This design comes from an exercise in tuning for small area on the open sky130 flow, not from production work.
Function was checked by simulation only, so behaviour that the tests miss may differ from the original.
Power figures rest on the tool's default switching activity, not on a simulated workload.

[flow/config.mk]
export PLATFORM = sky130hd
export DESIGN_NAME = ap2_core
export DESIGN_NICKNAME = ap2_core
export VERILOG_FILES = /design/flow/design.v
export SDC_FILE = /design/flow/constraint.sdc
export NUM_CORES = 4
export LEC_CHECK = 0
export ABC_AREA = 1
export CAP_MARGIN = 20
export CORE_MARGIN = 2
export CORE_UTILIZATION = 45
export GPL_TIMING_DRIVEN = 0
export SLEW_MARGIN = 20
[flow/constraint.sdc]
create_clock -name core_clock -period 10.0 [get_ports {clk}]
set_input_delay 2.0000 -clock core_clock [delete_from_list [all_inputs] [get_ports {clk}]]
set_output_delay 2.0000 -clock core_clock [all_outputs]
set_load 0.01 [all_outputs]
[flow/design.v]
module ap2_alu (
    input  wire [15:0] s,
    input  wire [15:0] t,
    input  wire [15:0] md,       
    input  wire [10:0] ir,
    input  wire        fill_l,   
    input  wire        fill_r,   
    input  wire        yT, yTL, yTR, yM, yI8, yIS, yI9, y2, yNS, yNA,
    input  wire        xa, xb,
    input  wire        cin,
    output wire [15:0] r,
    output wire        cout
);
    wire [15:0] x = s & ((t & {16{xa}}) | (~t & {16{xb}}));
    wire [15:0] y = ({16{yT}}  & t)
                  | ({16{yTL}} & {t[14:0], fill_l})
                  | ({16{yTR}} & {fill_r, t[15:1]})
                  | ({16{yM}}  & md)
                  | ({16{yI8}} & {8'b0, ir[7:0]})
                  | ({16{yIS}} & {8'b0, ir[10:8], ir[4:0]})
                  | ({16{yI9}} & {7'b0, ir[10:2]})
                  | ({16{yNS}} & ~s & (t | {16{yNA}}))
                  | {14'b0, y2, 1'b0};
    wire [16:0] cy;
    assign cy[0] = cin;
    genvar i;
    generate
        for (i = 0; i < 16; i = i + 1) begin : g_bit
            assign r[i]    = x[i] ^ y[i] ^ cy[i];
            assign cy[i+1] = (x[i] & y[i]) | (cy[i] & (x[i] ^ y[i]));
        end
    endgenerate
    assign cout = cy[16];
endmodule
module ap2_core (
    input  wire        clk,
    input  wire        rst,           
    input  wire        start,         
    input  wire [16:0] image_end,     
    output reg         mem_req,
    output reg         mem_we,
    output wire [15:0] mem_addr,
    output wire [15:0] mem_wdata,
    input  wire [15:0] mem_rdata,
    input  wire        mem_ready,
    output wire        done,          
    output wire [1:0]  stop_reason,   
    output wire [15:0] r0,
    output wire [15:0] r1,
    output wire [15:0] r2,
    output wire [15:0] r3,
    output wire [15:0] r4,
    output wire [15:0] r5,
    output wire [15:0] r6,
    output wire [15:0] r7,
    output wire [15:0] pc_out,
    output wire [15:0] sp_out,
    output wire        flag_c,
    output wire        flag_ov,
    output wire        flag_z,
    output wire        flag_s
);
    localparam [3:0] S_CLR   = 4'd0,
                     S_FETCH = 4'd1,
                     S_B     = 4'd4,     
                     S_M     = 4'd5,     
                     S_D     = 4'd6,     
                     S_P     = 4'd7,     
                     S_SHIFT = 4'd8,
                     S_MUL   = 4'd9,
                     S_IDLE  = 4'd12,
                     S_HALT  = 4'd13,    
                     S_RSVD  = 4'd14,    
                     S_END   = 4'd15;    
    reg [143:0] ring;
    reg [15:0]  T, U, ir;
    reg [3:0]   o;
    reg [3:0]   c;
    reg         fc, fov, fz, fs;
    reg [3:0]   st;
    wire [15:0] S = ring[15:0];
    wire [3:0] cls    = ir[15:12];
    wire       is_c0  = (cls == 4'h0);
    wire       is_jmp = is_c0 && ir[11];
    wire       is_psh = is_c0 && !ir[11] && (ir[1:0] == 2'b01);
    wire       is_pop = is_c0 && !ir[11] && (ir[1:0] == 2'b10);
    wire       is_cmp = is_c0 && !ir[11] && (ir[1:0] == 2'b11);
    wire       is_rsv = is_c0 && !ir[11] && (ir[1:0] == 2'b00) && (ir[10:2] != 9'd0);
    wire       is_mov = (cls == 4'h1);
    wire       is_str = (cls == 4'h2);
    wire       is_ldr = (cls == 4'h3);
    wire       is_add = (cls == 4'h4);
    wire       is_sub = (cls == 4'h5);
    wire       is_mul = (cls == 4'h6);
    wire       is_and = (cls == 4'h7);
    wire       is_orr = (cls == 4'h8);
    wire       is_not = (cls == 4'h9);
    wire       is_xor = (cls == 4'hA);
    wire       is_shl = (cls == 4'hC);
    wire       is_ror = (cls == 4'hD);
    wire       is_rol = (cls == 4'hE);
    wire       is_hlt = (cls == 4'hF);
    wire       is_alu = (cls >= 4'h4) && (cls <= 4'hE);
    wire       is_rot = is_ror || is_rol;
    wire       is_shf = (cls >= 4'hB) && (cls <= 4'hE);
    wire       is_two = is_add || is_sub || is_mul || is_and || is_orr || is_xor || is_cmp;
    wire       left   = is_shl || is_rol;
    wire [4:0] k = ir[4:0];
    wire push_ok = (c != 4'd0);
    wire pop_ok  = !c[3];
    wire at_n  = (o == {1'b0, ir[4:2]});
    wire at_m  = (o == {1'b0, ir[7:5]});
    wire at_d  = is_pop ? (o == {2'b00, ir[9:8]}) : (o == {1'b0, ir[10:8]});
    wire at_pc = (o == 4'd8);
    reg jump_taken;
    always @(*) begin
        case (ir[1:0])
            2'b00:   jump_taken = 1'b1;
            2'b01:   jump_taken = fz && !fs;
            2'b10:   jump_taken = !fz && fs;
            default: jump_taken = !fz && !fs;
        endcase
    end
    wire [16:0] bw;
    assign bw[0] = 1'b0;
    genvar gi;
    generate
        for (gi = 0; gi < 16; gi = gi + 1) begin : g_cmp
            assign bw[gi+1] = (!S[gi] & image_end[gi]) | (!S[gi] & bw[gi]) | (image_end[gi] & bw[gi]);
        end
    endgenerate
    wire at_end = !image_end[16] && !bw[16];
    wire [3:0] o_inc = (o == 4'd8) ? 4'd0 :
                       {o[3] ^ (o[2] & o[1] & o[0]), o[2] ^ (o[1] & o[0]), o[1] ^ o[0], !o[0]};
    wire [3:0] c_inc = {c[3] ^ (c[2] & c[1] & c[0]), c[2] ^ (c[1] & c[0]), c[1] ^ c[0], !c[0]};
    wire [3:0] c_dec = {c[3] ^ !(c[2] | c[1] | c[0]), c[2] ^ !(c[1] | c[0]), c[1] ^ !c[0], !c[0]};
    wire [4:0] k_dec_v = {ir[4] ^ !(ir[3] | ir[2] | ir[1] | ir[0]), ir[3] ^ !(ir[2] | ir[1] | ir[0]),
                          ir[2] ^ !(ir[1] | ir[0]), ir[1] ^ !ir[0], !ir[0]};
    wire [15:0] sp_addr = {1'b1, 5'b0, c[3], {5{!c[3]}}, c[2:0], 1'b0};
    reg        yT, yTL, yTR, yM, yI8, yIS, yI9, y2, yNS, yNA;
    reg        xa, xb, cin;
    wire [15:0] R;
    wire        cout;
    wire fill_l = is_rol && T[15];
    wire fill_r = is_ror && T[0];
    ap2_alu u_alu (
        .s     (S),
        .t     (T),
        .md    (mem_rdata),
        .ir    (ir[10:0]),
        .fill_l(fill_l),
        .fill_r(fill_r),
        .yT    (yT),
        .yTL   (yTL),
        .yTR   (yTR),
        .yM    (yM),
        .yI8   (yI8),
        .yIS   (yIS),
        .yI9   (yI9),
        .y2    (y2),
        .yNS   (yNS),
        .yNA   (yNA),
        .xa    (xa),
        .xb    (xb),
        .cin   (cin),
        .r     (R),
        .cout  (cout)
    );
    wire zero_t = (T == 16'h0000);
    wire sh_out = left ? T[15] : T[0];
    wire k_nz   = (k != 5'd0);
    wire ov_b15 = is_mul ? U[14] : T[15];
    wire ov     = (S[15] == ov_b15) && (R[15] != S[15]);
    reg        rot, wsel, t_en, ir_ld, k_dec, k_set, o_set;
    reg        use_sp;
    reg [3:0]  st_n;
    reg        c_up, c_dn;
    reg        fc_we, fov_we, fz_we, fs_we, fl_clr;
    reg        fc_v, fov_v, fs_v;
    always @(*) begin
        yT  = 1'b0;
        yTL = 1'b0;
        yTR = 1'b0;
        yM  = 1'b0;
        yI8 = 1'b0;
        yIS = 1'b0;
        yI9 = 1'b0;
        y2  = 1'b0;
        yNS = 1'b0;
        yNA = 1'b0;
        xa  = 1'b1;
        xb  = 1'b1;
        cin = 1'b0;
        case (st)
            S_CLR: begin                 
                xa = 1'b0;
                xb = 1'b0;
            end
            S_FETCH: y2 = 1'b1;          
            S_B: begin
                if (is_mov) begin        
                    xa  = 1'b0;
                    xb  = 1'b0;
                    yI8 = 1'b1;
                end else if (is_str && ir[11]) begin  
                    xa  = 1'b0;
                    xb  = 1'b0;
                    yIS = 1'b1;
                end else if (is_sub || is_cmp) begin  
                    xa  = 1'b0;
                    xb  = 1'b0;
                    yNS = 1'b1;
                    yNA = 1'b1;
                end
            end
            S_M: begin
                if (is_pop || is_ldr) begin  
                    xa = 1'b0;
                    xb = 1'b0;
                    yM = 1'b1;
                end else if (is_add || is_sub || is_cmp || is_mul) begin
                    yT  = 1'b1;
                    cin = is_sub || is_cmp;
                end else if (is_and || is_orr || is_xor) begin
                    xa  = !is_xor;
                    xb  = !is_and;
                    yNS = !is_and;
                end else if (is_not) begin
                    xa  = 1'b0;
                    xb  = 1'b0;
                    yNS = 1'b1;
                    yNA = 1'b1;
                end
            end
            S_SHIFT: begin
                xa  = 1'b0;
                xb  = 1'b0;
                yTL = left;
                yTR = !left;
            end
            S_MUL: begin
                xa  = U[15];
                xb  = U[15];
                yTL = !ir[4];
            end
            S_D: begin                   
                xa = 1'b0;
                xb = 1'b0;
                yT = 1'b1;
            end
            S_P: yI9 = 1'b1;             
            default: ;
        endcase
    end
    always @(*) begin
        rot     = 1'b0;
        wsel    = 1'b0;
        t_en    = 1'b0;
        ir_ld   = 1'b0;
        k_dec   = 1'b0;
        k_set   = 1'b0;
        o_set   = 1'b0;
        mem_req = 1'b0;
        mem_we  = 1'b0;
        use_sp  = 1'b0;
        st_n    = st;
        c_up    = 1'b0;
        c_dn    = 1'b0;
        fc_we   = 1'b0;
        fov_we  = 1'b0;
        fz_we   = 1'b0;
        fs_we   = 1'b0;
        fl_clr  = 1'b0;
        fc_v    = cout;
        fov_v   = ov;
        fs_v    = T[15];
        case (st)
            S_CLR: begin
                rot  = 1'b1;
                wsel = 1'b1;
                if (o == 4'd7)
                    st_n = S_FETCH;
            end
            S_FETCH: begin
                if (!at_pc) begin
                    rot = 1'b1;
                end else if (at_end) begin
                    rot  = 1'b1;         
                    st_n = S_END;
                end else begin
                    mem_req = 1'b1;
                    if (mem_ready) begin
                        ir_ld = 1'b1;
                        rot   = 1'b1;
                        wsel  = 1'b1;
                        st_n  = S_B;
                    end
                end
            end
            S_B: begin
                if (is_hlt) begin
                    st_n = S_HALT;
                end else if (is_rsv) begin
                    st_n = S_RSVD;
                end else if ((is_mov || is_str) && ir[11]) begin
                    t_en = 1'b1;         
                    st_n = is_mov ? S_D : S_M;
                end else if (is_pop) begin
                    c_up = pop_ok;
                    st_n = pop_ok ? S_M : S_P;
                end else if (is_psh && !push_ok) begin
                    st_n = S_P;
                end else if (is_two || is_str || is_psh) begin
                    rot = 1'b1;
                    if (at_n) begin
                        t_en = 1'b1;     
                        st_n = S_M;
                    end
                end else begin
                    st_n = S_M;
                end
            end
            S_M: begin
                if (is_psh || is_pop) begin
                    mem_req = 1'b1;
                    mem_we  = is_psh;
                    use_sp  = 1'b1;
                    if (mem_ready) begin
                        c_dn = is_psh;
                        t_en = is_pop;
                        st_n = is_psh ? S_P : S_D;
                    end
                end else if (is_mov || is_ldr || is_str || is_alu || is_cmp) begin
                    if (!at_m) begin
                        rot = 1'b1;
                    end else if (is_ldr || is_str) begin
                        mem_req = 1'b1;
                        mem_we  = is_str;
                        if (mem_ready) begin
                            t_en = is_ldr;
                            st_n = is_ldr ? S_D : S_P;
                        end
                    end else if (is_mul) begin
                        fc_we = 1'b1;    
                        k_set = 1'b1;
                        st_n  = S_MUL;
                    end else begin
                        t_en   = 1'b1;
                        fc_we  = is_add || is_sub;
                        fc_v   = cout ^ is_sub;
                        fov_we = is_add || is_sub;
                        fs_we  = is_cmp;
                        fs_v   = !cout;
                        st_n   = is_shf ? S_SHIFT : S_D;
                    end
                end else begin
                    st_n = S_P;
                end
            end
            S_SHIFT: begin
                fc_we  = 1'b1;
                fc_v   = (k_nz || is_rot) && sh_out;
                fov_we = is_shl;
                fov_v  = k_nz && sh_out;
                if (k_nz || is_rot) begin
                    t_en  = 1'b1;
                    k_dec = 1'b1;
                end
                if (!k_nz || is_rot || k == 5'd1)
                    st_n = S_D;
            end
            S_MUL: begin
                t_en  = 1'b1;
                k_dec = 1'b1;
                if (k == 5'd1) begin
                    fov_we = 1'b1;
                    st_n   = S_D;
                end
            end
            S_D: begin
                if (is_mov || is_ldr || is_pop || is_alu) begin
                    rot = 1'b1;
                    if (at_d) begin
                        wsel  = 1'b1;
                        fz_we = is_alu;
                        fs_we = is_alu;
                        st_n  = S_P;
                    end
                end else begin
                    fz_we = is_cmp;
                    st_n  = S_P;
                end
            end
            S_P: begin
                if (is_jmp && jump_taken) begin
                    rot = 1'b1;
                    if (at_pc) begin
                        wsel = 1'b1;
                        st_n = S_FETCH;
                    end
                end else begin
                    st_n = S_FETCH;
                end
            end
            default: begin  
                if (start) begin
                    st_n   = S_CLR;
                    o_set  = 1'b1;
                    fl_clr = 1'b1;
                end
            end
        endcase
    end
    always @(posedge clk) begin
        if (rot)
            ring <= {wsel ? R : S, ring[143:16]};
        if (t_en)
            T <= R;
        U <= (st == S_MUL) ? {U[14:0], U[15]} : T;
        if (ir_ld)
            ir <= mem_rdata;
        else if (k_set)
            ir[4:0] <= 5'd16;
        else if (k_dec)
            ir[4:0] <= k_dec_v;
        if (o_set)
            o <= 4'd8;
        else if (rot)
            o <= o_inc;
        if (fl_clr)
            c <= 4'd8;
        else if (c_up)
            c <= c_inc;
        else if (c_dn)
            c <= c_dec;
        if (fl_clr || fc_we)
            fc <= fc_v && !fl_clr;
        if (fl_clr || fov_we)
            fov <= fov_v && !fl_clr;
        if (fl_clr || fz_we)
            fz <= zero_t && !fl_clr;
        if (fl_clr || fs_we)
            fs <= fs_v && !fl_clr;
        if (rst)
            st <= S_IDLE;
        else
            st <= st_n;
    end
    assign mem_addr  = use_sp ? sp_addr : S;
    assign mem_wdata = T;
    assign done        = st[3] && st[2] && (st[1] || st[0]);
    assign stop_reason = st[1:0];
    assign r0      = ring[15:0];
    assign r1      = ring[31:16];
    assign r2      = ring[47:32];
    assign r3      = ring[63:48];
    assign r4      = ring[79:64];
    assign r5      = ring[95:80];
    assign r6      = ring[111:96];
    assign r7      = ring[127:112];
    assign pc_out  = ring[143:128];
    assign sp_out  = sp_addr;
    assign flag_c  = fc;
    assign flag_ov = fov;
    assign flag_z  = fz;
    assign flag_s  = fs;
endmodule
[flow/flow/run.sh]
#!/bin/bash
# Layout flow: the standard ORFS flow (standard.sh: the standard
# synthesis, floorplan, power grid, taps, placement, CTS and routing), with
# knobs that ORFS reads from the environment:
#  - port buffers use the smallest buffer cell (buffer_ports -buffer_cell)
#    instead of the 10 um2 delay buffer ORFS picks on its own; every input
#    and output port still gets its own buffer;
#  - CTS builds the clock tree from small clock buffers and adds no dummy
#    load cells.
# standard.sh's full output goes to standard_make.log here; each ORFS step
# keeps its own log under orfs/logs/.
set -euo pipefail
export BUFFER_PORTS_ARGS="-buffer_cell sky130_fd_sc_hd__buf_1"
export CTS_ARGS="-sink_clustering_enable -repair_clock_nets -dont_use_dummy_load -buf_list {sky130_fd_sc_hd__clkbuf_8} -sink_clustering_size 30 -sink_clustering_max_diameter 45"
bash standard.sh > standard_make.log 2>&1
[flow/standard.sh]
#!/bin/bash
# synth_recipe.tcl (not shown) runs the flow's synth.tcl, then flattens the netlist and writes it again
# the make line also repeats each setting of config.mk as NAME=value (left out here)
make -C /OpenROAD-flow-scripts/flow DESIGN_CONFIG=/design/flow/config.mk WORK_HOME=/design/flow/orfs CLKGATE_MAP_FILE= SYNTH_SCRIPT=/design/flow/synth_recipe.tcl "${@:-finish}"
==> key figures, run 1 <==
Outcome
  – Run status: no timing/DRC/antenna violations

Power
  – Pwr/cell area: 328 mW/mm^2
  – Cell leakage power: 4.31 nW
  – Peak supply drop: 0.000200 V

Synth
  – Ys async rst share: 0%
  – Cell area after synthesis: 0.00991 sq mm
  – Syn avg cell area: 10.6 sq um
  – Most numerous cell in the Yosys netlist: edfxtp_1
  – Primary FF master, synth: edfxtp_1
  – Synth top area cells: edfxtp_1 55%, dfxtp_1 5.7%, nand2_1 5.5%, inv_1 5.3%, o21ai_0 3.4%
  – #FFs+latches synth: 208
  – Post-synth top area share: 54.6%
  – Seq/Total Area, Yosys: 60.2%
  – Number of flops mapped to enable cells by yosys: 180
  – Synth area leader: edfxtp_1
  – Top post-synthesis cells by count: 180 x edfxtp_1, 144 x nand2_1, 140 x inv_1
  – Cells after synthesis: 931
  – Synth unique cells: 56
  – Yosys warns: 1

Worst setup path
  – Critical Path Fanout Max: 10
  – Worst reg2reg setup slack: 0.39 ns
  – Cells on worst reg2reg path: 29
  – Delay-heaviest family, CP: adder cells
  – Slowest cell delay on critical path: 0.49 ns
  – Worst reg2reg path endpoint: fov
  – CP Capture Type: flip-flop
  – Startpoint class of the critical path: flip-flop
  – R2r startpoint: ir[13]
  – Critical Setup Path Class: flip-flop to flip-flop
  – Most frequent CP cell: fa_1
  – WP data required: 10.25 ns
  – Worst path slowest cell: fa_2
  – CP arrival: 9.86 ns
  – Crit path buf inv count: 4

Die
  – IO Pins: 238
  – Starting density of the core: 45.7%
  – Row count: 54
  – Die area: 0.0232 sq mm
  – Die X: 152 um
  – Core footprint: 0.0217 sq mm
  – Die height: 152 um

Clocking
  – CTS Buf Count: 31
  – Post-CTS Hold Fix Bufs: 0
  – Clock Tree Buf Depth: 3
  – Worst skew pair latency: 0.62 ns
  – Clock Root Buffer: clkbuf_8
  – CTS resizes: 0
  – Setup Fix Bufs, Post-CTS: 0
  – CTS Sinks: 208
  – CTS tree: built
  – H-Tree Depth: 1
  – Reg clk slew, reported paths: 0.06 ns

Min path
  – Hold path depth: 2
  – HP Start: U[1]
  – Class of the worst hold path: flip-flop to flip-flop
  – Worst Hold Endpoint: U[2]

STA
  – Final period util: 96.1%
  – Setup TNS: 0 ns
  – Final setup vio count: 0
  – Final min period: 9.61 ns
  – Final Skew: 0.115 ns
  – FMAX: 104 MHz
  – Max Slew Vio Count: 0
  – Worst Tran Pin Value: 0.834 ns
  – Slew margin rel.: 44.3%
  – Hold Vio Cnt, Final: 0
  – Final hold slack: 0.405 ns

Global route
  – First-pass GRT wire length: 45.2 mm
  – Initial antenna violation count: 2
  – Vias in the first global route: 7711
  – Largest net degree at the start of global routing: 88
  – Global route overflow: 0
  – Gr usage total: 25.0%

Drt
  – Via count: 7999
  – Starting DRC count in detailed routing: 639
  – Final wirelength: 29.8 mm
  – DR vias/cell: 5.40
  – Antenna viol nets, final: 0
  – DRC viols: 0
  – Wire length per cell: 20.2 um
  – DRT Pass-1 Iters: 5

Cells and area
  – Final core utilization: 53.8%
  – NumNets Final: 1260
  – Syn-to-layout area delta: 17.7%
  – Layout cell share with drive strength beyond 1: 9.51%

Placed design
  – HPWL Detailed: 22.7 mm
  – Port bufs: 230
  – GPL Wtd Cong: 0.938

Flow run
  – MaxCap Viol Count: 0
layout by cell type (no fill, tap or decap), types with 6 or more instances in the layout:
master and n:
buf_1 230, edfxtp_1 180, nand2_1 143, inv_1 140, nor2_1 70, o21ai_0 68
nand3_1 31, clkbuf_8 31, dfxtp_1 27, a21oi_1 26, o22ai_1 22, o211ai_1 22
buf_4 15, inv_2 14, a211oi_1 14, fa_1 14, nor3_1 13, nand4_1 9
clkbuf_1 9, a2111oi_2 9, buf_2 8, o2111ai_1 7, conb_1 7, nor2_2 6
ha_1 6
stage by stage:
stage                     std cells  cell area [sq um]  power, mW  worst slack [ns]
after global routing           1479              11700       4.08          -0.00619
after CTS                      1479              11600       3.84            0.0506
after detailed placement       1448              11200       3.26            0.0597
after global placement         1446              11100       3.26            0.0169
final                          1481              11700       3.83             0.388
after floorplan                 936               9930       2.64             0.862
registers in the layout (all words and copies together), names as in the netlist:
| register | flops |
|---|---|
| T | 16 |
| U | 16 |
| c | 4 |
| fc | 1 |
| fov | 1 |
| fs | 1 |
| fz | 1 |
| ir | 16 |
| o | 4 |
| ring | 144 |
| st | 4 |
how the worst max path moves through the flow:
stage,start,endpoint,depth (start not counted)
3_5_place_dp,st[1],fov,30
3_3_place_gp,st[1],fov,30
6_report,ir[13],fov,29
2_1_floorplan,mem_rdata[0],fov,21
4_1_cts,st[1],fov,30
5_1_grt,ir[13],fov,34
layer usage:
layer,routed length (um),up-vias,track usage (%)
met3,2790,58,7.08
met4,879,0,7.48
met2,13900,378,40.5
li1,-,3761,-
met5,0,-,0
met1,12300,3802,33.0
worst register-to-register path, delay by kind of cell, from the launching register on:
kind	cells	cell delay [ns]
adders and majority gates	16	6.52
and+or+nand+nor	6	1.07
buffers and inverters	4	0.75
DFF	1	0.47
AOI/OAI and AO/OA	3	0.46
layout make-up:
class	instances	area [sq um]
Fill cell	2069	10000
Antenna cell	2	5.00
Sequential cell	208	5970
Clock buffer	31	427
Timing Repair Buffer	232	902
Multi-Input combinational cell	540	3230
Tap cell	280	350
Buffer	33	194
Inverter	155	582
kinds of logic after synthesis:
family / count (synthesis) / synth area share (%)
other: 2 / 0.0758
flip-flops: 208 / 60.2
XOR/XNOR: 5 / 0.442
AO/OA/AOI/OAI: 212 / 14.4
AND/OR/NAND/NOR: 294 / 13.0
buffers and inverters: 188 / 7.80
adder cells (fa/ha/maj): 22 / 3.99
power breakdown:
part	total [mW]	switching, mW	leakage [nW]	internal [mW]
Sequential	1.73	0.232	1.90	1.50
Combinational	1.54	1.09	2.19	0.445
Clock	0.562	0.292	0.223	0.270
Total	3.83	1.61	4.31	2.21
==> run 2, diff against run 1 <==
--- a/flow/design.v
+++ b/flow/design.v
@@ -239,9 +239,9 @@
                 yTR = !left;
             end
             S_MUL: begin
-                xa  = U[15];
-                xb  = U[15];
-                yTL = !ir[4];
+                xa  = !ir[4] && U[15];
+                xb  = !ir[4] && U[15];
+                yTL = 1'b1;
             end
             S_D: begin                   
                 xa = 1'b0;
@@ -372,7 +372,7 @@
             S_MUL: begin
                 t_en  = 1'b1;
                 k_dec = 1'b1;
-                if (k == 5'd1) begin
+                if (k == 5'd0) begin
                     fov_we = 1'b1;
                     st_n   = S_D;
                 end
@@ -416,11 +416,11 @@
             ring <= {wsel ? R : S, ring[143:16]};
         if (t_en)
             T <= R;
-        U <= (st == S_MUL) ? {U[14:0], U[15]} : T;
+        U <= {U[14:0], (st == S_MUL && !ir[4]) ? U[15] : T[15]};
         if (ir_ld)
             ir <= mem_rdata;
         else if (k_set)
-            ir[4:0] <= 5'd16;
+            ir[4:0] <= 5'd31;
         else if (k_dec)
             ir[4:0] <= k_dec_v;
         if (o_set)
--- a/flow/flow/run.sh
+++ b/flow/flow/run.sh
@@ -11,5 +11,5 @@
 # keeps its own log under orfs/logs/.
 set -euo pipefail
 export BUFFER_PORTS_ARGS="-buffer_cell sky130_fd_sc_hd__buf_1"
-export CTS_ARGS="-sink_clustering_enable -repair_clock_nets -dont_use_dummy_load -buf_list {sky130_fd_sc_hd__clkbuf_8} -sink_clustering_size 30 -sink_clustering_max_diameter 45"
+export CTS_ARGS="-sink_clustering_enable -repair_clock_nets -dont_use_dummy_load -buf_list {sky130_fd_sc_hd__clkbuf_8} -sink_clustering_size 20 -sink_clustering_max_diameter 40"
 bash standard.sh > standard_make.log 2>&1
==> run 2 against run 1 <==
Still clean. Register-to-register slack improved by 0.02 ns. First-iteration DRC count shrank 20%. Cell area down 1.6%. Core utilization up 0.46 points. Clock skew fell by 0.024 ns. Sequential power rose by 3%. Critical path type unchanged. Critical endpoint unchanged. Largest cell class unchanged.
==> key figures, run 2 <==
Outcome
  – Run status: no timing/DRC/antenna violations

Global route
  – Gr usage total: 24.8% (-0.18 points)
  – Vias in the first global route: 7352 (-4.7%)
  – Global route overflow: 0 (unchanged)
  – Initial antenna violation count: 1 (-1)
  – First-pass GRT wire length: 42.3 mm (-6.5%)
  – Largest net degree at the start of global routing: 101 (+15%)

Worst setup path
  – CP Capture Type: flip-flop
  – Crit path buf inv count: 4 (unchanged)
  – WP data required: 10.30 ns (+0.05 ns)
  – Crit path capture: fov
  – Worst path slowest cell: edfxtp_1
  – Worst reg2reg path endpoint: fov
  – Slowest cell delay on critical path: 0.51 ns (+0.02 ns)
  – R2r startpoint: ir[13]
  – CP arrival: 9.89 ns (+0.03 ns)
  – Critical Setup Path Class: flip-flop to flip-flop
  – Instance count on the critical path: 31 (+6.9%)
  – Delay-heaviest family, CP: adder cells
  – Critical Path Fanout Max: 10 (unchanged)
  – Most frequent CP cell: fa_1
  – Worst reg2reg setup slack: 0.41 ns (+0.02 ns)
  – Startpoint class of the critical path: flip-flop
  – CP Launch Point: ir[13]
  – Cells on worst reg2reg path: 31 (+6.9%)

Drt
  – Antenna viol nets, final: 0 (unchanged)
  – Via count: 7741 (-3.2%)
  – DR vias/cell: 5.35 (-1.0%)
  – Final wirelength: 28.8 mm (-3.5%)
  – Starting DRC count in detailed routing: 511 (-20%)
  – DRT Pass-1 Iters: 5 (unchanged)
  – DRC viols: 0 (unchanged)
  – Wire length per cell: 19.9 um (-1.3%)

STA
  – Final period util: 95.9% (-0.18 points)
  – Hold Vio Cnt, Final: 0 (unchanged)
  – Setup TNS: 0 ns (unchanged)
  – Slew margin rel.: 24.7% (-20 points)
  – Worst Tran Pin Value: 1.13 ns (+0.296 ns)
  – FMAX: 104 MHz (+0.19%)
  – Final setup vio count: 0 (unchanged)
  – Max Slew Vio Count: 0 (unchanged)
  – Final Skew: 0.0917 ns (-0.0237 ns)
  – Final hold slack: 0.322 ns (-0.0827 ns)
  – RSZ-0062 raised after global routing: false
  – Final min period: 9.59 ns (-0.0182 ns)

Placed design
  – Placed cells: 1415 (-2.3%)
  – HPWL Detailed: 21.9 mm (-3.5%)
  – Port bufs: 230 (unchanged)
  – GPL Wtd Cong: 0.913 (-2.6%)
  – Placed cell area: 0.0110 sq mm (-1.7%)

Power
  – P_int: 2.24 mW (+1.4%)
  – Net Switching: 1.62 mW (+0.57%)
  – Cell leakage power: 4.27 nW (-1.1%)
  – Pwr/cell area: 337 mW/mm^2 (+2.7%)
  – Peak supply drop: 0.000185 V (-7.9%)
  – Reg power frac: 46.0% (+0.8 points)
  – Clock group share of total power: 14.3% (-0.4 points)
  – Switching share of power: 42.0% (-0.20 points)
  – Gate power share: 39.7% (-0.4 points)

Synth
  – Number of flops mapped to enable cells by yosys: 180 (unchanged)
  – Synth unique cells: 57 (+1.8%)
  – Post-Synth Simple-Gate Area: 13.0% (-0.066 points)
  – Synth top area cells: edfxtp_1 56%, dfxtp_1 5.8%, inv_1 5.5%, nand2_1 5.5%, o21ai_0 3.8%
  – Main combinational cell family by area after synthesis: compound AO/OA/AOI/OAI gates
  – Mux contribution to synthesized area: 0% (unchanged)
  – Cells after synthesis: 904 (-2.9%)
  – Syn avg cell area: 10.8 sq um (+1.2%)
  – Seq/Total Area, Yosys: 61.3% (+1.1 points)
  – XOR/XNOR Fraction of Synth Area: 0.450% (+0.0078 points)
  – Yosys warns: 1 (unchanged)
  – Synth area leader: edfxtp_1
  – Cell area after synthesis: 0.00974 sq mm (-1.7%)
  – #FFs+latches synth: 208 (unchanged)
  – Post-synth top area share: 55.5% (+0.96 points)
  – Compound-cell area share of the yosys netlist: 13.3% (-1.2 points)
  – Most numerous cell in the Yosys netlist: edfxtp_1
  – Primary FF master, synth: edfxtp_1
  – Synth Area in Adders: 4.06% (+0.070 points)
  – Top post-synthesis cells by count: 180 x edfxtp_1, 142 x inv_1, 142 x nand2_1
  – Ys async rst share: 0% (unchanged)

Clocking
  – H-Tree Depth: 1 (unchanged)
  – Clock Root Buffer: clkbuf_8
  – CTS Sinks: 208 (unchanged)
  – Reg clk slew, reported paths: 0.07 ns (about the same)
  – Clock Tree Buf Depth: 3 (unchanged)
  – CTS Buf Count: 30 (-3.2%)
  – CTS tree: built
  – Worst skew pair latency: 0.61 ns (about the same)

Cells and area
  – Most common cell after layout, fill and taps aside: buf_1
  – Fin area: 0.0115 sq mm (-1.6%)
  – Final cell count without fillers: 1448 (-2.2%)
  – Most frequent cells in the layout: 230 x buf_1, 180 x edfxtp_1, 140 x inv_1, 140 x nand2_1, 71 x o21ai_0
  – Layout cell share with drive strength beyond 1: 8.96% (-0.55 points)
  – NumNets Final: 1233 (-2.1%)
  – Area of the multi-input gates: 0.00307 sq mm (-5.1%)
  – Largest register FFs: 144 (unchanged)
  – Layout fillers: 1959 (-5.3%)
  – Syn-to-layout area delta: 17.8%
  – Register area: 0.00597 sq mm (unchanged)
  – Reg with most FFs: ring

Die
  – IO Pins: 238 (unchanged)
  – Core footprint: 0.0212 sq mm (-2.5%)
  – Starting density of the core: 46.0% (+0.34 points)
  – Die area: 0.0228 sq mm (-1.7%)
  – Row count: 53 (-1.9%)
  – Die X: 151 um (-0.85%)
  – Die height: 151 um (-0.85%)

Flow run
  – MaxCap Viol Count: 0 (unchanged)

Min path
  – Hold path depth: 0 (-2)
  – Class of the worst hold path: flip-flop to flip-flop
[run 2: changes by cell type after synthesis, sizes merged, moves of 3 or more]
cell | previous run | this run
o22ai | 23 | 11
nor2 | 81 | 72
o221ai | 3 | 10
a2111oi | 12 | 8
nand2 | 151 | 147
nor4 | 3 | 6
clkbuf | 9 | 5
a22oi | 0 | 3
nand4 | 10 | 6
a211oi | 14 | 9
o211ai | 22 | 19
a31oi | 4 | 9
[run 2: worst min-delay path by stage]
stage          start  endpoint
5_1_grt         U[9]     U[10]
3_3_place_gp    U[2]      U[3]
6_report       U[13]     U[14]
3_5_place_dp    U[9]     U[10]
2_1_floorplan   U[9]     U[10]
4_1_cts        U[13]     U[14]
[run 2: cell type report]
type                            count  share of cell area (%)
Sequential cell                   208                    52.0
Buffer                             29                    1.64
Antenna cell                        1                  0.0218
Tap cell                          275                    3.00
Multi-Input combinational cell    517                    26.7
Clock buffer                       30                    3.60
Inverter                          155                    5.09
Timing Repair Buffer              233                    7.90
[run 2: repair_timing]
item | in CTS | in global routing
setup buffers | 0 | 2
hold buffers | 0 | 0
pin swaps | 0 | 1
resized for setup | 1 | 16
endpoints found under the setup margin | 1 | 2
[run 2: cells by family (layout without fill, tap and decap cells)]
group,Yosys count,in the layout
DFF,208,208
other,2,8
buffers and inverters,184,447
adders and majority gates,22,22
xor gates and xnor gates,5,5
and+or+nand+nor,282,282
AOI/OAI and AO/OA,201,201
[run 2: power groups by stage]
stage               Combinational (mW)  Clock, mW  Sequential, mW
finish                            1.53      0.552            1.78
global route                      1.71      0.599            1.83
CTS                               1.54      0.569            1.78
detailed placement                1.52          0            1.79
global placement                  1.50          0            1.82
floorplan                        0.788          0            1.90
[run 2: routing by layer]
metal | track usage, % | up-vias | share of wire (%)
met5 | 0 | - | 0
li1 | - | 3667 | -
met2 | 39.2 | 340 | 46
met3 | 7.17 | 52 | 8.4
met1 | 33.2 | 3682 | 42
met4 | 8.04 | 0 | 2.8
[run 2: through the flow]
step / setup slack, ns / util, % / power, mW
finish: 0.406 / 54.2 / 3.87
global route: 0.000449 / 54.2 / 4.13
CTS: 0.0599 / 54.0 / 3.88
detailed placement: -0.0312 / 52.0 / 3.31
global placement: -0.0630 / 51.8 / 3.31
floorplan: 0.866 / - / 2.69
==> run 3, diff against run 2 <==
--- a/flow/flow/run.sh
+++ b/flow/flow/run.sh
@@ -11,5 +11,5 @@
 # keeps its own log under orfs/logs/.
 set -euo pipefail
 export BUFFER_PORTS_ARGS="-buffer_cell sky130_fd_sc_hd__buf_1"
-export CTS_ARGS="-sink_clustering_enable -repair_clock_nets -dont_use_dummy_load -buf_list {sky130_fd_sc_hd__clkbuf_8} -sink_clustering_size 20 -sink_clustering_max_diameter 40"
+export CTS_ARGS="-sink_clustering_enable -repair_clock_nets -dont_use_dummy_load -buf_list {sky130_fd_sc_hd__clkbuf_4 sky130_fd_sc_hd__clkbuf_8} -sink_clustering_size 16 -sink_clustering_max_diameter 40"
 bash standard.sh > standard_make.log 2>&1
==> run 3 against run 2 <==
Count of clock-buffer cells in the layout unchanged. Wire length unchanged. Setup slack unchanged. Core utilization unchanged. Global-route usage unchanged. Critical path type unchanged. Via count unchanged. First-iteration DRC count unchanged. Critical endpoint unchanged. Critical path depth unchanged.
==> key figures, run 3 <==
Outcome
  – Run status: no timing/DRC/antenna violations

Cells and area
  – Layout fillers: 1959 (unchanged)
  – Syn-to-layout area delta: 17.8% (unchanged)
  – Largest register FFs: 144 (unchanged)
  – Reg with most FFs: ring
  – Layout cell share with drive strength beyond 1: 8.96% (unchanged)
  – Most common cell after layout, fill and taps aside: buf_1
  – Most frequent cells in the layout: 230 x buf_1, 180 x edfxtp_1, 140 x inv_1, 140 x nand2_1, 71 x o21ai_0
  – NumNets Final: 1233 (unchanged)
  – Final core utilization: 54.2% (unchanged)
  – Final cell count without fillers: 1448 (unchanged)

STA
  – Slew margin rel.: 24.7% (unchanged)
  – RSZ-0062 raised after global routing: false
  – Max Slew Vio Count: 0 (unchanged)
  – Final period util: 95.9% (unchanged)
  – Final min period: 9.59 ns (unchanged)
  – Final hold slack: 0.322 ns (unchanged)
  – Final setup vio count: 0 (unchanged)
  – Worst Tran Pin Value: 1.13 ns (unchanged)
  – Hold Vio Cnt, Final: 0 (unchanged)
  – FMAX: 104 MHz (unchanged)
  – Final Skew: 0.0917 ns (unchanged)

Drt
  – DR vias/cell: 5.35 (unchanged)
  – DRC viols: 0 (unchanged)
  – Antenna viol nets, final: 0 (unchanged)
  – Wire length per cell: 19.9 um (unchanged)
  – Via count: 7741 (unchanged)
  – Final wirelength: 28.8 mm (unchanged)
  – Starting DRC count in detailed routing: 511 (unchanged)
  – DRT Pass-1 Iters: 5 (unchanged)

Synth
  – #FFs+latches synth: 208 (unchanged)
  – Syn avg cell area: 10.8 sq um (unchanged)
  – Post-synth top area share: 55.5% (unchanged)
  – Top post-synthesis cells by count: 180 x edfxtp_1, 142 x inv_1, 142 x nand2_1
  – Seq/Total Area, Yosys: 61.3% (unchanged)
  – Primary FF master, synth: edfxtp_1
  – Synth unique cells: 57 (unchanged)
  – Synth top area cells: edfxtp_1 56%, dfxtp_1 5.8%, inv_1 5.5%, nand2_1 5.5%, o21ai_0 3.8%
  – Cell area after synthesis: 0.00974 sq mm (unchanged)
  – Cells after synthesis: 904 (unchanged)
  – Synth area leader: edfxtp_1
  – Ys async rst share: 0% (unchanged)
  – Number of flops mapped to enable cells by yosys: 180 (unchanged)
  – Yosys warns: 1 (unchanged)
  – Most numerous cell in the Yosys netlist: edfxtp_1

Power
  – Reg power frac: 46.0% (about the same)
  – Cell leakage power: 4.27 nW (unchanged)
  – Peak supply drop: 0.000185 V (unchanged)
  – Switching share of power: 42.0% (unchanged)
  – Pwr/cell area: 337 mW/mm^2 (unchanged)
  – Total power: 3.87 mW (unchanged)
  – Net Switching: 1.62 mW (unchanged)
  – Gate power share: 39.7% (about the same)
  – Clock group share of total power: 14.3% (about the same)
  – P_int: 2.24 mW (unchanged)

Worst setup path
  – Most frequent CP cell: fa_1
  – Critical Setup Path Class: flip-flop to flip-flop
  – CP Capture Type: flip-flop
  – WP data required: 10.30 ns (about the same)
  – CP arrival: 9.89 ns (about the same)
  – Critical Path Fanout Max: 10 (unchanged)
  – Slowest cell delay on critical path: 0.51 ns (about the same)
  – Worst path slowest cell: edfxtp_1
  – Startpoint class of the critical path: flip-flop

Clocking
  – Post-CTS Hold Fix Bufs: 0 (unchanged)
  – Clock Root Buffer: clkbuf_8
  – CTS Buf Count: 30 (unchanged)
  – Clock Tree Buf Depth: 3 (unchanged)
  – H-Tree Depth: 1 (unchanged)
  – Reg clk slew, reported paths: 0.07 ns (about the same)
  – Worst skew pair latency: 0.61 ns (about the same)
  – CTS Sinks: 208 (unchanged)
  – CTS tree: built

Placed design
  – Port bufs: 230 (unchanged)
  – Placed cells: 1415 (unchanged)
  – HPWL Detailed: 21.9 mm (unchanged)
  – GPL Wtd Cong: 0.913 (unchanged)

Global route
  – Gr usage total: 24.8% (unchanged)
  – Initial antenna violation count: 1 (unchanged)
  – Largest net degree at the start of global routing: 101 (unchanged)
  – Global route overflow: 0 (unchanged)
  – Vias in the first global route: 7352 (unchanged)
  – First-pass GRT wire length: 42.3 mm (unchanged)

Min path
  – Class of the worst hold path: flip-flop to flip-flop

Die
  – Die area: 0.0228 sq mm (unchanged)
  – Core footprint: 0.0212 sq mm (unchanged)
  – IO Pins: 238 (unchanged)
  – Row count: 53 (unchanged)
  – Die X: 151 um (unchanged)
  – Die height: 151 um (unchanged)
  – Starting density of the core: 46.0% (unchanged)

Flow run
  – MaxCap Viol Count: 0 (unchanged)
==> run 3: path summary, 6_finish.rpt <==
kind	start	to	slack [ns]	cells past startpoint
worst max-delay path	ir[13]	fov	0.41	31
worst max register to register	ir[13]	fov	0.41	31
worst min-delay path	U[13]	U[14]	0.32	0
worst min register to register	U[13]	U[14]	0.32	0
==> run 3: cell type report <==
cell class / instances / area [sq um] / share of cell area, %
diodes: 1 / 2.50 / 0.0218
plain buffers: 29 / 188 / 1.64
clock buffers: 30 / 413 / 3.60
inverters: 155 / 584 / 5.09
multi-input cells: 517 / 3070 / 26.7
flip-flops and latches: 208 / 5970 / 52.0
well taps: 275 / 344 / 3.00
repair buffers: 233 / 906 / 7.90
==> run 3: cell families (layout without fill, tap and decap cells) <==
kind of cell | count (synthesis) | after routing | synth area share, %
compound gates | 201 | 201 | 13.3
xor+xnor | 5 | 5 | 0.450
flops | 208 | 208 | 61.3
buf+inv | 184 | 447 | 7.90
fa+ha+maj | 22 | 22 | 4.06
other cells | 2 | 8 | 0.0771
simple gates | 282 | 282 | 13.0
==> run 3: per-stage QoR <==
step | setup TNS (ns) | setup slack [ns] | instance area [sq um]
floorplan | 0 | 0.866 | 9760
global placement | -0.0630 | -0.0630 | 11000
detailed placement | -0.0312 | -0.0312 | 11000
CTS | 0 | 0.0599 | 11400
global route | 0 | 0.000449 | 11500
finish | 0 | 0.406 | 11500
==> run 3: critical path: cells and delay by family, from the launching register on <==
family / cells / cell delay, ns
buf+inv: 4 / 0.55
flops: 1 / 0.51
compound gates: 4 / 0.64
fa+ha+maj: 16 / 6.56
simple gates: 7 / 1.06
==> run 3: what timing repair did <==
action / CTS / global route
resized for setup: 1 / 16
endpoints found under the setup margin: 1 / 2
pin swaps: 0 / 1
setup buffers: 0 / 2
gates cloned: 0 / 0
==> run 3: routing by layer <==
metal  vias to the layer above  part of all wire, %  track usage (%)
li1                       3667                    -                -
met1                      3682                   42             33.2
met2                       340                   46             39.2
met3                        52                  8.4             7.17
met4                         0                  2.8             8.04
met5                         -                    0                0
==> run 3: power by group through the flow <==
stage	Sequential, mW	Combinational (mW)	Clock (mW)
after floorplan	1.90	0.788	0
after global placement	1.82	1.50	0
after detailed placement	1.79	1.52	0
after CTS	1.78	1.54	0.569
after global routing	1.83	1.71	0.599
final	1.78	1.53	0.552
==> run 4, diff against run 3 <==
--- a/flow/flow/run.sh
+++ b/flow/flow/run.sh
@@ -11,5 +11,5 @@
 # keeps its own log under orfs/logs/.
 set -euo pipefail
 export BUFFER_PORTS_ARGS="-buffer_cell sky130_fd_sc_hd__buf_1"
-export CTS_ARGS="-sink_clustering_enable -repair_clock_nets -dont_use_dummy_load -buf_list {sky130_fd_sc_hd__clkbuf_4 sky130_fd_sc_hd__clkbuf_8} -sink_clustering_size 16 -sink_clustering_max_diameter 40"
+export CTS_ARGS="-sink_clustering_enable -repair_clock_nets -dont_use_dummy_load -buf_list {sky130_fd_sc_hd__clkbuf_8} -sink_clustering_size 24 -sink_clustering_max_diameter 50"
 bash standard.sh > standard_make.log 2>&1
==> run 4 against run 3 <==
Sequential share of layout area grew 0.34 points. Maximum frequency shrank 0.50%. Clock power shrank 11%. Clock skew grew 0.026 ns. Synthesized cell count is the same. Area after synthesis is the same. Core utilization shrank 0.35 points. Still clean. Count of clock-buffer cells in the layout shrank 6. Register-to-register slack lost 0.05 ns. Largest power group unchanged.
==> key figures, run 4 <==
STA
  – Max Slew Vio Count: 0 (unchanged)
  – FMAX: 104 MHz (-0.50%)
  – Final Skew: 0.118 ns (+0.0260 ns)
  – Final setup vio count: 0 (unchanged)
  – Final period util: 96.4% (+0.48 points)
  – Final hold slack: 0.287 ns (-0.0357 ns)
  – Final min period: 9.64 ns (+0.0481 ns)
  – Slew margin rel.: 28.0% (+3.3 points)
  – Worst Tran Pin Value: 1.08 ns (-0.0492 ns)
  – Hold Vio Cnt, Final: 0 (unchanged)
  – Setup TNS: 0 ns (unchanged)

Global route
  – Gr usage total: 24.8% (-0.046 points)
  – First-pass GRT wire length: 42.2 mm (-0.25%)
  – Global route overflow: 0 (unchanged)
  – Vias in the first global route: 7328 (-0.33%)
  – Initial antenna violation count: 1 (unchanged)
  – Largest net degree at the start of global routing: 101 (unchanged)

Synth
  – Main combinational cell family by area after synthesis: compound AO/OA/AOI/OAI gates
  – #FFs+latches synth: 208 (unchanged)
  – Most numerous cell in the Yosys netlist: edfxtp_1
  – Post-synth top area share: 55.5% (unchanged)
  – Yosys warns: 1 (unchanged)
  – Synth top area cells: edfxtp_1 56%, dfxtp_1 5.8%, inv_1 5.5%, nand2_1 5.5%, o21ai_0 3.8%
  – Ys async rst share: 0% (unchanged)
  – Mux contribution to synthesized area: 0% (unchanged)
  – Syn avg cell area: 10.8 sq um (unchanged)
  – Synth Area in Adders: 4.06% (unchanged)
  – Post-Synth Simple-Gate Area: 13.0% (unchanged)
  – Compound-cell area share of the yosys netlist: 13.3% (unchanged)
  – Seq/Total Area, Yosys: 61.3% (unchanged)
  – Number of flops mapped to enable cells by yosys: 180 (unchanged)
  – Synth unique cells: 57 (unchanged)
  – Cell area after synthesis: 0.00974 sq mm (unchanged)
  – Cells after synthesis: 904 (unchanged)
  – Primary FF master, synth: edfxtp_1
  – Synth area leader: edfxtp_1
  – Top post-synthesis cells by count: 180 x edfxtp_1, 142 x inv_1, 142 x nand2_1
  – XOR/XNOR Fraction of Synth Area: 0.450% (unchanged)

Worst setup path
  – CP arrival: 9.92 ns (+0.03 ns)
  – Startpoint class of the critical path: flip-flop
  – WP data required: 10.28 ns (-0.02 ns)
  – Most frequent CP cell: fa_1
  – R2r startpoint: ir[13]
  – Critical Setup Path Class: flip-flop to flip-flop
  – Worst reg2reg setup slack: 0.36 ns (-0.05 ns)
  – CP Capture Type: flip-flop
  – Worst reg2reg path endpoint: fov
  – Slowest cell delay on critical path: 0.52 ns (about the same)
  – Cells on worst reg2reg path: 31 (unchanged)
  – Critical Path Fanout Max: 10 (unchanged)
  – Worst path slowest cell: edfxtp_1

Min path
  – Hold path depth: 0 (unchanged)
  – Class of the worst hold path: flip-flop to flip-flop
  – Worst Hold Endpoint: U[1]
  – HP Start: U[0]

Drt
  – DRT Pass-1 Iters: 7 (+2)
  – Final wirelength: 28.8 mm (about the same)
  – Antenna viol nets, final: 0 (unchanged)
  – DRC viols: 0 (unchanged)
  – Starting DRC count in detailed routing: 515 (+0.78%)
  – DR vias/cell: 5.33 (-0.29%)
  – Wire length per cell: 20.0 um (+0.37%)
  – Via count: 7692 (-0.63%)

Flow run
  – MaxCap Viol Count: 0 (unchanged)

Clocking
  – CTS tree: built
  – Worst skew pair latency: 0.60 ns (about the same)
  – CTS Sinks: 208 (unchanged)
  – Post-CTS Hold Fix Bufs: 0 (unchanged)
  – CTS Buf Count: 24 (-20%)
  – H-Tree Depth: 1 (unchanged)
  – Clock Root Buffer: clkbuf_8
  – Clock Tree Buf Depth: 3 (unchanged)
  – Reg clk slew, reported paths: 0.12 ns (+0.05 ns)

Die
  – IO Pins: 238 (unchanged)
  – Row count: 53 (unchanged)
  – Die X: 151 um (unchanged)
  – Core footprint: 0.0212 sq mm (unchanged)
  – Die height: 151 um (unchanged)
  – Starting density of the core: 46.0% (unchanged)
  – Die area: 0.0228 sq mm (unchanged)

Cells and area
  – Largest register FFs: 144 (unchanged)
  – Reg with most FFs: ring
  – Most common cell after layout, fill and taps aside: buf_1
  – NumNets Final: 1228 (-0.41%)
  – Final cell count without fillers: 1443 (-0.35%)
  – Layout cell share with drive strength beyond 1: 8.57% (-0.39 points)
  – Most frequent cells in the layout: 230 x buf_1, 180 x edfxtp_1, 140 x inv_1, 140 x nand2_1, 71 x o21ai_0
  – Syn-to-layout area delta: 17.1%
  – Final core utilization: 53.9% (-0.35 points)

Placed design
  – HPWL Detailed: 21.9 mm (unchanged)
  – Port bufs: 230 (unchanged)
  – Placed cells: 1415 (unchanged)
  – GPL Wtd Cong: 0.913 (unchanged)

Power
  – Total power: 3.80 mW (-1.6%)
  – Pwr/cell area: 334 mW/mm^2 (-1.0%)
  – Cell leakage power: 4.23 nW (-0.88%)
  – Peak supply drop: 0.000192 V (+4.1%)

Outcome
  – Run status: no timing/DRC/antenna violations
[run 4: cell counts after synthesis]
Identical to the previous run, type by type.
[run 4: where the power goes]
group / internal, mW / switching [mW]
logic: 0.444 / 1.09
registers: 1.54 / 0.240
clock network: 0.212 / 0.279
total: 2.19 / 1.61
[run 4: worst max path at each step]
| stage | to | slack, ns | start | cells after the start |
|---|---|---|---|---|
| 2_1_floorplan | fov | 0.87 | mem_rdata[0] | 23 |
| 3_3_place_gp | fov | -0.06 | st[0] | 30 |
| 3_5_place_dp | fov | -0.03 | st[0] | 30 |
| 4_1_cts | fov | 0.04 | ir[12] | 31 |
| 5_1_grt | fov | -0.003 | ir[13] | 34 |
| 6_report | fov | 0.36 | ir[13] | 31 |
[run 4: critical path, delay by kind of cell, from the launching register on]
kind	cells	cell delay (ns)
adders and majority gates	16	6.57
and+or+nand+nor	7	1.07
AOI/OAI and AO/OA	4	0.63
buffers and inverters	4	0.56
DFF	1	0.52
[run 4: cells by family (layout without fill, tap and decap cells)]
| group | after synthesis | in the layout |
|---|---|---|
| AOI/OAI and AO/OA | 201 | 201 |
| xor gates and xnor gates | 5 | 5 |
| adders and majority gates | 22 | 22 |
| buffers and inverters | 184 | 442 |
| DFF | 208 | 208 |
| other | 2 | 8 |
| and+or+nand+nor | 282 | 282 |
[run 4: stage by stage]
step | cell area (sq um) | worst slack [ns]
finish | 11400 | 0.358
global route | 11400 | -0.00310
CTS | 11300 | 0.0400
detailed placement | 11000 | -0.0312
global placement | 11000 | -0.0630
floorplan | 9760 | 0.866
[run 4: layout make-up]
type	count	area [sq um]
Multi-Input combinational cell	517	3070
Inverter	155	584
Antenna cell	1	2.50
Clock buffer	24	330
Fill cell	1966	9760
Tap cell	275	344
Buffer	29	188
Timing Repair Buffer	234	913
Sequential cell	208	5970
[run 4: repair_timing]
| action | 4_1_cts | 5_1_grt |
|---|---|---|
| buffers inserted | 0 | 3 |
| resized for setup | 1 | 16 |
| pin swaps | 0 | 1 |
| setup endpoints to repair | 1 | 2 |
[run 4: metal layers]
layer	track usage, %	routed length (um)
met1	33.2	12100
met2	39.0	13300
met3	6.96	2510
met4	8.69	944
met5	0	0
==> run 5, diff against run 4 <==
--- a/flow/config.mk
+++ b/flow/config.mk
@@ -6,8 +6,8 @@
 export NUM_CORES = 4
 export LEC_CHECK = 0
 export ABC_AREA = 1
-export CAP_MARGIN = 20
+export CAP_MARGIN = 0
 export CORE_MARGIN = 2
 export CORE_UTILIZATION = 45
 export GPL_TIMING_DRIVEN = 0
-export SLEW_MARGIN = 20
+export SLEW_MARGIN = 0
==> run 5 against run 4 <==
Still clean. Worst hold slack gained 0.045 ns. Maximum frequency is essentially flat. Clock power shrank 1%. Sequential share of layout area is essentially flat. Critical path depth grew 1. Cell count is essentially flat. Global-route usage grew 0.21 points. Setup slack lost 0.0079 ns. Critical endpoint unchanged. Largest cell class unchanged. Largest power group unchanged.
==> key figures, run 5 <==
Cells and area
  – Largest register FFs: 144 (unchanged)
  – Most common cell after layout, fill and taps aside: buf_1
  – Layout cell share with drive strength beyond 1: 8.39% (-0.18 points)
  – Most frequent cells in the layout: 230 x buf_1, 180 x edfxtp_1, 142 x nand2_1
  – Reg with most FFs: ring
  – NumNets Final: 1229 (+0.081%)
  – Fin area: 0.0114 sq mm (about the same)
  – Syn-to-layout area delta: 17.0% (about the same)

Worst setup path
  – Slowest cell delay on critical path: 0.51 ns (about the same)
  – CP arrival: 9.94 ns (+0.02 ns)
  – Critical Path Fanout Max: 10 (unchanged)
  – Most frequent CP cell: fa_1
  – WP data required: 10.29 ns (about the same)
  – Worst path slowest cell: fa_1
  – Critical Setup Path Class: flip-flop to flip-flop
  – CP Capture Type: flip-flop
  – Startpoint class of the critical path: flip-flop

Die
  – Starting density of the core: 46.0% (unchanged)
  – Core footprint: 0.0212 sq mm (unchanged)
  – Die area: 0.0228 sq mm (unchanged)
  – Die X: 151 um (unchanged)
  – Die height: 151 um (unchanged)
  – Row count: 53 (unchanged)
  – IO Pins: 238 (unchanged)

Synth
  – Yosys warns: 1 (unchanged)
  – Synth area leader: edfxtp_1
  – Synth unique cells: 57 (unchanged)
  – Synth top area cells: edfxtp_1 56%, dfxtp_1 5.8%, inv_1 5.5%, nand2_1 5.5%, o21ai_0 3.8%
  – Seq/Total Area, Yosys: 61.3% (unchanged)
  – Top post-synthesis cells by count: 180 x edfxtp_1, 142 x inv_1, 142 x nand2_1
  – Cells after synthesis: 904 (unchanged)
  – Most numerous cell in the Yosys netlist: edfxtp_1
  – Number of flops mapped to enable cells by yosys: 180 (unchanged)
  – #FFs+latches synth: 208 (unchanged)
  – Primary FF master, synth: edfxtp_1
  – Cell area after synthesis: 0.00974 sq mm (unchanged)
  – Ys async rst share: 0% (unchanged)
  – Post-synth top area share: 55.5% (unchanged)
  – Syn avg cell area: 10.8 sq um (unchanged)

Min path
  – Class of the worst hold path: flip-flop to flip-flop

Drt
  – Starting DRC count in detailed routing: 498 (-3.3%)
  – Antenna viol nets, final: 0 (unchanged)
  – DR vias/cell: 5.32 (-0.26%)
  – Via count: 7677 (-0.20%)
  – Wire length per cell: 20.0 um (+0.21%)
  – DRT Pass-1 Iters: 5 (-2)
  – Final wirelength: 28.9 mm (+0.28%)
  – DRC viols: 0 (unchanged)

STA
  – Worst Tran Pin Value: 1.08 ns (-0.000246 ns)
  – Final period util: 96.5% (about the same)
  – Max Slew Vio Count: 0 (unchanged)
  – Slew margin rel.: 28.0% (about the same)
  – FMAX: 104 MHz (about the same)
  – Hold Vio Cnt, Final: 0 (unchanged)
  – Final setup vio count: 0 (unchanged)
  – Setup TNS: 0 ns (unchanged)
  – Final Skew: 0.0982 ns (-0.0195 ns)
  – PnR worst setup slack: 0.350 ns (-0.00794 ns)
  – Final min period: 9.65 ns (+0.00794 ns)

Clocking
  – Clock Tree Buf Depth: 3 (unchanged)
  – H-Tree Depth: 1 (unchanged)
  – CTS Buf Count: 23 (-4.2%)
  – CTS Sinks: 208 (unchanged)
  – Clock Root Buffer: clkbuf_8
  – Post-CTS Hold Fix Bufs: 0 (unchanged)
  – CTS tree: built
  – Reg clk slew, reported paths: 0.09 ns (-0.03 ns)
  – Worst skew pair latency: 0.59 ns (about the same)

Global route
  – Vias in the first global route: 7377 (+0.67%)
  – Initial antenna violation count: 2 (+1)
  – Largest net degree at the start of global routing: 109 (+7.9%)
  – Gr usage total: 25.0% (+0.21 points)
  – First-pass GRT wire length: 42.4 mm (+0.44%)
  – Global route overflow: 0 (unchanged)

Power
  – Total power: 3.79 mW (-0.26%)
  – Peak supply drop: 0.000202 V (+5.2%)
  – Cell leakage power: 4.23 nW (about the same)
  – Pwr/cell area: 333 mW/mm^2 (-0.20%)

Placed design
  – HPWL Detailed: 21.9 mm (about the same)
  – Placed cell area: 0.0110 sq mm (unchanged)
  – Placement Setup Slack: -0.111 ns (-0.0801 ns)
  – Port bufs: 230 (unchanged)
  – GPL Wtd Cong: 0.913 (unchanged)

Flow run
  – MaxCap Viol Count: 0 (unchanged)

Outcome
  – Run status: no timing/DRC/antenna violations
run 5: metal layers:
layer / part of all wire (%) / wire length, um / up-vias / GRT usage (%)
met5: 0.048 / 14 / - / 0
met4: 3.2 / 910 / 2 / 8.22
met3: 8.5 / 2440 / 53 / 7.02
met2: 47 / 13500 / 296 / 39.6
met1: 42 / 12000 / 3671 / 33.4
li1: - / - / 3655 / -
run 5: per-stage QoR:
stage / hold slack (ns) / instances / util (%)
after global routing: 0.340 / 1444 / 53.8
final: 0.332 / 1444 / 53.8
after detailed placement: 0.312 / 1415 / 52.0
after CTS: 0.335 / 1438 / 53.5
after global placement: 0.310 / 1414 / 51.8
after floorplan: 0.310 / 909 / -
run 5: critical path, delay by kind of cell (launching register included):
kind	cells	cell delay [ns]
flip-flops	1	0.47
adder cells (fa/ha/maj)	16	6.56
buffers and inverters	6	0.74
AND/OR/NAND/NOR	7	1.02
AO/OA/AOI/OAI	3	0.59
run 5: final timing paths:
path,slack (ns),from,depth (start not counted),endpoint
worst max-delay path,0.35,ir[13],32,fov
worst min-delay path,0.33,U[5],0,U[6]
worst max register to register,0.35,ir[13],32,fov
worst min register to register,0.33,U[5],0,U[6]
run 5: cell type report:
class                           count  area [sq um]
Clock buffer                       23           317
Multi-Input combinational cell    517          3060
Antenna cell                        1          2.50
Timing Repair Buffer              236           928
Fill cell                        1989          9760
Sequential cell                   208          5970
Buffer                             29           188
Tap cell                          275           344
Inverter                          155           584
run 5: cells by family after synthesis:
group | Yosys count | synth area share, %
DFF | 208 | 61.3
and+or+nand+nor | 282 | 13.0
buffers and inverters | 184 | 7.90
AOI/OAI and AO/OA | 201 | 13.3
other | 2 | 0.0771
adders and majority gates | 22 | 4.06
xor gates and xnor gates | 5 | 0.450
run 5: where the power goes:
part           internal, mW  switching, mW  leakage (nW)
logic                 0.442           1.09          2.16
registers              1.54          0.239          1.90
clock network         0.203          0.282         0.165
total                  2.18           1.61          4.23
run 5: repair_timing:
item | in CTS | in global routing
setup endpoints to repair | 1 | 2
buffers inserted | 0 | 5
gates resized for setup | 1 | 12

[re-timing with driven ports]
The flow's constraints put no driver on any port. The routed layouts listed below were extracted and timed again, unchanged, in two steps.
Step 1 (the two cells are an assumption about what drives the block):
set clk [get_ports {clk}]
set_driving_cell -lib_cell sky130_fd_sc_hd__clkbuf_16 $clk
set_driving_cell -lib_cell sky130_fd_sc_hd__buf_2 [delete_from_list [all_inputs] $clk]
Step 2 times the ports against the registers' clock, not the clock port: input delays grow and output delays shrink by t, the midpoint of the rising clock arrivals with the driver on.
a / b / c = ideal ports / drivers / drivers and shift; a / b = the first two.
run | shift t [ns] | setup slack, ns | latest minus earliest clock arrival (ns) | worst register clock-pin slew, ns | worst data-port slew with drivers (ns)
run 1 | 0.605 | 0.388 / 0.388 / 0.249 | 0.116 / 0.116 | 0.10 / 0.10 | 0.08
run 2 | 0.601 | 0.406 / 0.406 / 0.178 | 0.092 / 0.091 | 0.09 / 0.09 | 0.10
run 3 | 0.601 | 0.406 / 0.406 / 0.178 | 0.092 / 0.091 | 0.09 / 0.09 | 0.10
run 4 | 0.591 | 0.358 / 0.358 / 0.166 | 0.117 / 0.118 | 0.12 / 0.12 | 0.10
run 5 | 0.584 | 0.350 / 0.350 / 0.201 | 0.099 / 0.098 | 0.12 / 0.12 | 0.09
After both steps setup and hold are still met in every run listed.
